Source: an optimization exercise on an open RTL-to-GDS flow (aim: small area, a short achievable clock period and few clock cycles). Production flows keep margins and buffers that such runs may drop.
In this exercise RTL edits were held to simulation tests only and were not proved equivalent to the original.
Power and IR drop assume default switching activity.

## csb
module csb (
    input  wire        clk,
    input  wire        rst,                
    input  wire        lockstep_strict,    
    input  wire        req_valid,
    output wire        req_ready,
    input  wire [31:0] req_word,
    output reg         rsp_valid,
    output reg  [2:0]  rsp_code,
    output reg  [15:0] rsp_data,
    output reg         mem_valid,
    output reg         mem_we,
    output wire [1:0]  mem_dev,
    output reg  [15:0] mem_addr,
    output wire [7:0]  mem_wdata,
    input  wire        mem_ready,
    input  wire [7:0]  mem_rdata,
    output wire        ntf_valid,
    output wire [1:0]  ntf_ext,
    output wire [4:0]  ntf_kind,
    output wire        ntf_level,
    output wire        log_valid,
    output wire [1:0]  log_inst,
    output wire [4:0]  log_kind,
    output wire        log_level
);
For scale: about 110 I/O pins.
==> flow/config.mk <==
export PLATFORM = sky130hd
export DESIGN_NAME = csb
export DESIGN_NICKNAME = csb
export VERILOG_FILES = /design/flow/design.v
export SDC_FILE = /design/flow/constraint.sdc
export NUM_CORES = 4
export LEC_CHECK = 0
export CAP_MARGIN = 20
export CORE_MARGIN = 2
export CORE_UTILIZATION = 40
export CTS_CLUSTER_DIAMETER = 80
export CTS_CLUSTER_SIZE = 25
export PLACE_DENSITY = 0.6
export SETUP_SLACK_MARGIN = 4.1
export SLEW_MARGIN = 20
==> flow/constraint.sdc <==
create_clock -name core_clock -period 7.0 [get_ports {clk}]
set_input_delay 1.4000 -clock core_clock [delete_from_list [all_inputs] [get_ports {clk}]]
set_output_delay 1.4000 -clock core_clock [all_outputs]
set_load 0.01 [all_outputs]
standard.sh (not shown) runs the stock make flow with config.mk's settings and CLKGATE_MAP_FILE= SYNTH_SCRIPT=/design/flow/synth_recipe.tcl, a recipe that flattens the netlist after the stock synthesis.
==> flow/flow/run.sh <==
#!/bin/bash
# The standard layout (standard.sh), with the port buffers that buffer_ports
# inserts made from buf_1 cells instead of the delay cells it picks by default.
export BUFFER_PORTS_ARGS="-buffer_cell sky130_fd_sc_hd__buf_1"
bash standard.sh > standard.log 2>&1
Testbench counts at the start, summed over its fixed seeds: cycles 30,417.
Next try:
- ABC_AREA: not set -> 1
- SETUP_SLACK_MARGIN: 4.1 -> 4.3
=> The new run finished with timing, DRC and antenna clean; maximum frequency came out higher by 14%; critical path depth came out lower by 8; non-clock buffer count came out higher by 3; cell area came out higher by 1.6%; flip-flop and latch count is unchanged; register-to-register slack improves by 350 ps; power came out lower by 1.7%; clock power came out lower by 10%; global-route usage came out higher by 0.82 points; wire length came out higher by 5.5%; count of clock-buffer cells in the layout is unchanged.
Next try:
- SETUP_SLACK_MARGIN: 4.3 -> 4.1
=>
- clock-buffer cell count came out higher by 2
- wire length came out lower slightly
- power came out lower slightly
- register-to-register slack got worse by 200 ps
- non-clock buffer count came out lower by 24
Next try:
- CORE_UTILIZATION: 40 -> 65
- PLACE_DENSITY: 0.6 -> 0.8
- SETUP_SLACK_MARGIN: 4.1 -> 4.5
Effect: The new run went through all stages and came out clean. Total power falls by 1.1%. Setup slack is better by 220 ps. Maximum frequency is higher by 8.6%. Global-route usage grows by 14 points. Via count increases by 6.3%. Count of clock-buffer cells in the layout stays the same. Synthesized area stays the same. Cell area goes up by 3.1%. Clock power shrinks by about 10%. Register-to-register slack gets better by 270 ps.
Next try:
- CORE_UTILIZATION: 65 -> 55
- PLACE_DENSITY: 0.8 -> 0.7
- first-iteration DRC count falls by 12%
- die area rises by 18%
- total power barely changes

---

Starting RTL as in the previous note.
// csb
module csb (
    input  wire        clk,
    input  wire        rst,                
    input  wire        lockstep_strict,    
    input  wire        req_valid,
    output wire        req_ready,
    input  wire [31:0] req_word,
    output reg         rsp_valid,
    output reg  [2:0]  rsp_code,
    output reg  [15:0] rsp_data,
    output reg         mem_valid,
    output reg         mem_we,
    output wire [1:0]  mem_dev,
    output reg  [15:0] mem_addr,
    output wire [7:0]  mem_wdata,
    input  wire        mem_ready,
    input  wire [7:0]  mem_rdata,
    output wire        ntf_valid,
    output wire [1:0]  ntf_ext,
    output wire [4:0]  ntf_kind,
    output wire        ntf_level,
    output wire        log_valid,
    output wire [1:0]  log_inst,
    output wire [4:0]  log_kind,
    output wire        log_level
);
clock: 7.0 ns
lec_check: 0
abc_area: 1
cap_margin: 20
core_margin: 2
core_utilization: 55
cts_cluster_diameter: 80
cts_cluster_size: 25
place_density: 0.7
setup_slack_margin: 4.4
slew_margin: 20
Scripts as last shown in full above: flow/flow/run.sh
Testbench counts at the start, summed over its fixed seeds: cycles 30,417.
==> next run, changes <==
--- a/flow/config.mk
+++ b/flow/config.mk
@@ -8 +7,0 @@
-export ABC_AREA = 1
@@ -15 +14 @@
-export SETUP_SLACK_MARGIN = 4.4
+export SETUP_SLACK_MARGIN = 4.1
=>
- The changed run went through all stages and came out clean
- wire length came out lower by 9.5%
- setup slack is worse by 430 ps
- hold slack improves by 6.4 ps
- global-route usage drops by 2.6 points
- flip-flop and latch count does not change
- critical path depth grows by 3
- die area shrinks by 1.5%
- via count fell by 9.7%
- synthesized area falls by 1.5%
- first-iteration DRC count fell by 15%
- register-to-register slack degrades by 390 ps

afterwards: timing with drivers on the ports:
How much do the figures lean on ideal ports? The routed layouts below were timed once more, with nothing changed but the port constraints. Step 1 sets driving cells, clkbuf_16 on the clock port and buf_2 on the other inputs (assumed; they add their load-dependent delay and slew). Step 2 also shifts input and output timing later by t, the mid clock arrival at the registers, as if the neighbouring blocks saw the same clock. Slacks: no drivers / after step 1 / after step 2; pairs: no drivers / after step 1.
run | shift t [ns] | setup WS [ns] | hold slack, ns | worst setup path at the end
the first run of note 1 | 0.679 | 3.928 / 3.958 / 3.279 | 0.457 / 0.457 / 0.457 | input to register
the second run of note 1 | 0.658 | 4.310 / 4.250 / 3.679 | 0.460 / 0.460 / 0.460 | input to register
the third run of note 1 | 0.651 | 4.190 / 4.137 / 3.594 | 0.454 / 0.454 / 0.454 | input to register
the fourth run of note 1 | 0.623 | 4.412 / 4.358 / 3.925 | 0.448 / 0.448 / 0.448 | input to register
the fifth run of note 1 | 0.645 | 4.384 / 4.327 / 3.929 | 0.454 / 0.454 / 0.454 | input to register
the first run of note 2 | 0.661 | 4.363 / 4.333 / 3.816 | 0.448 / 0.448 / 0.448 | input to register
the second run of note 2 | 0.646 | 3.932 / 3.950 / 3.304 | 0.454 / 0.454 / 0.454 | input to register
After both steps every run listed still meets setup and hold. The setup slack of the first run of note 1, which loses most, moves by +0.030 ns with the drivers and by -0.649 ns with both steps.
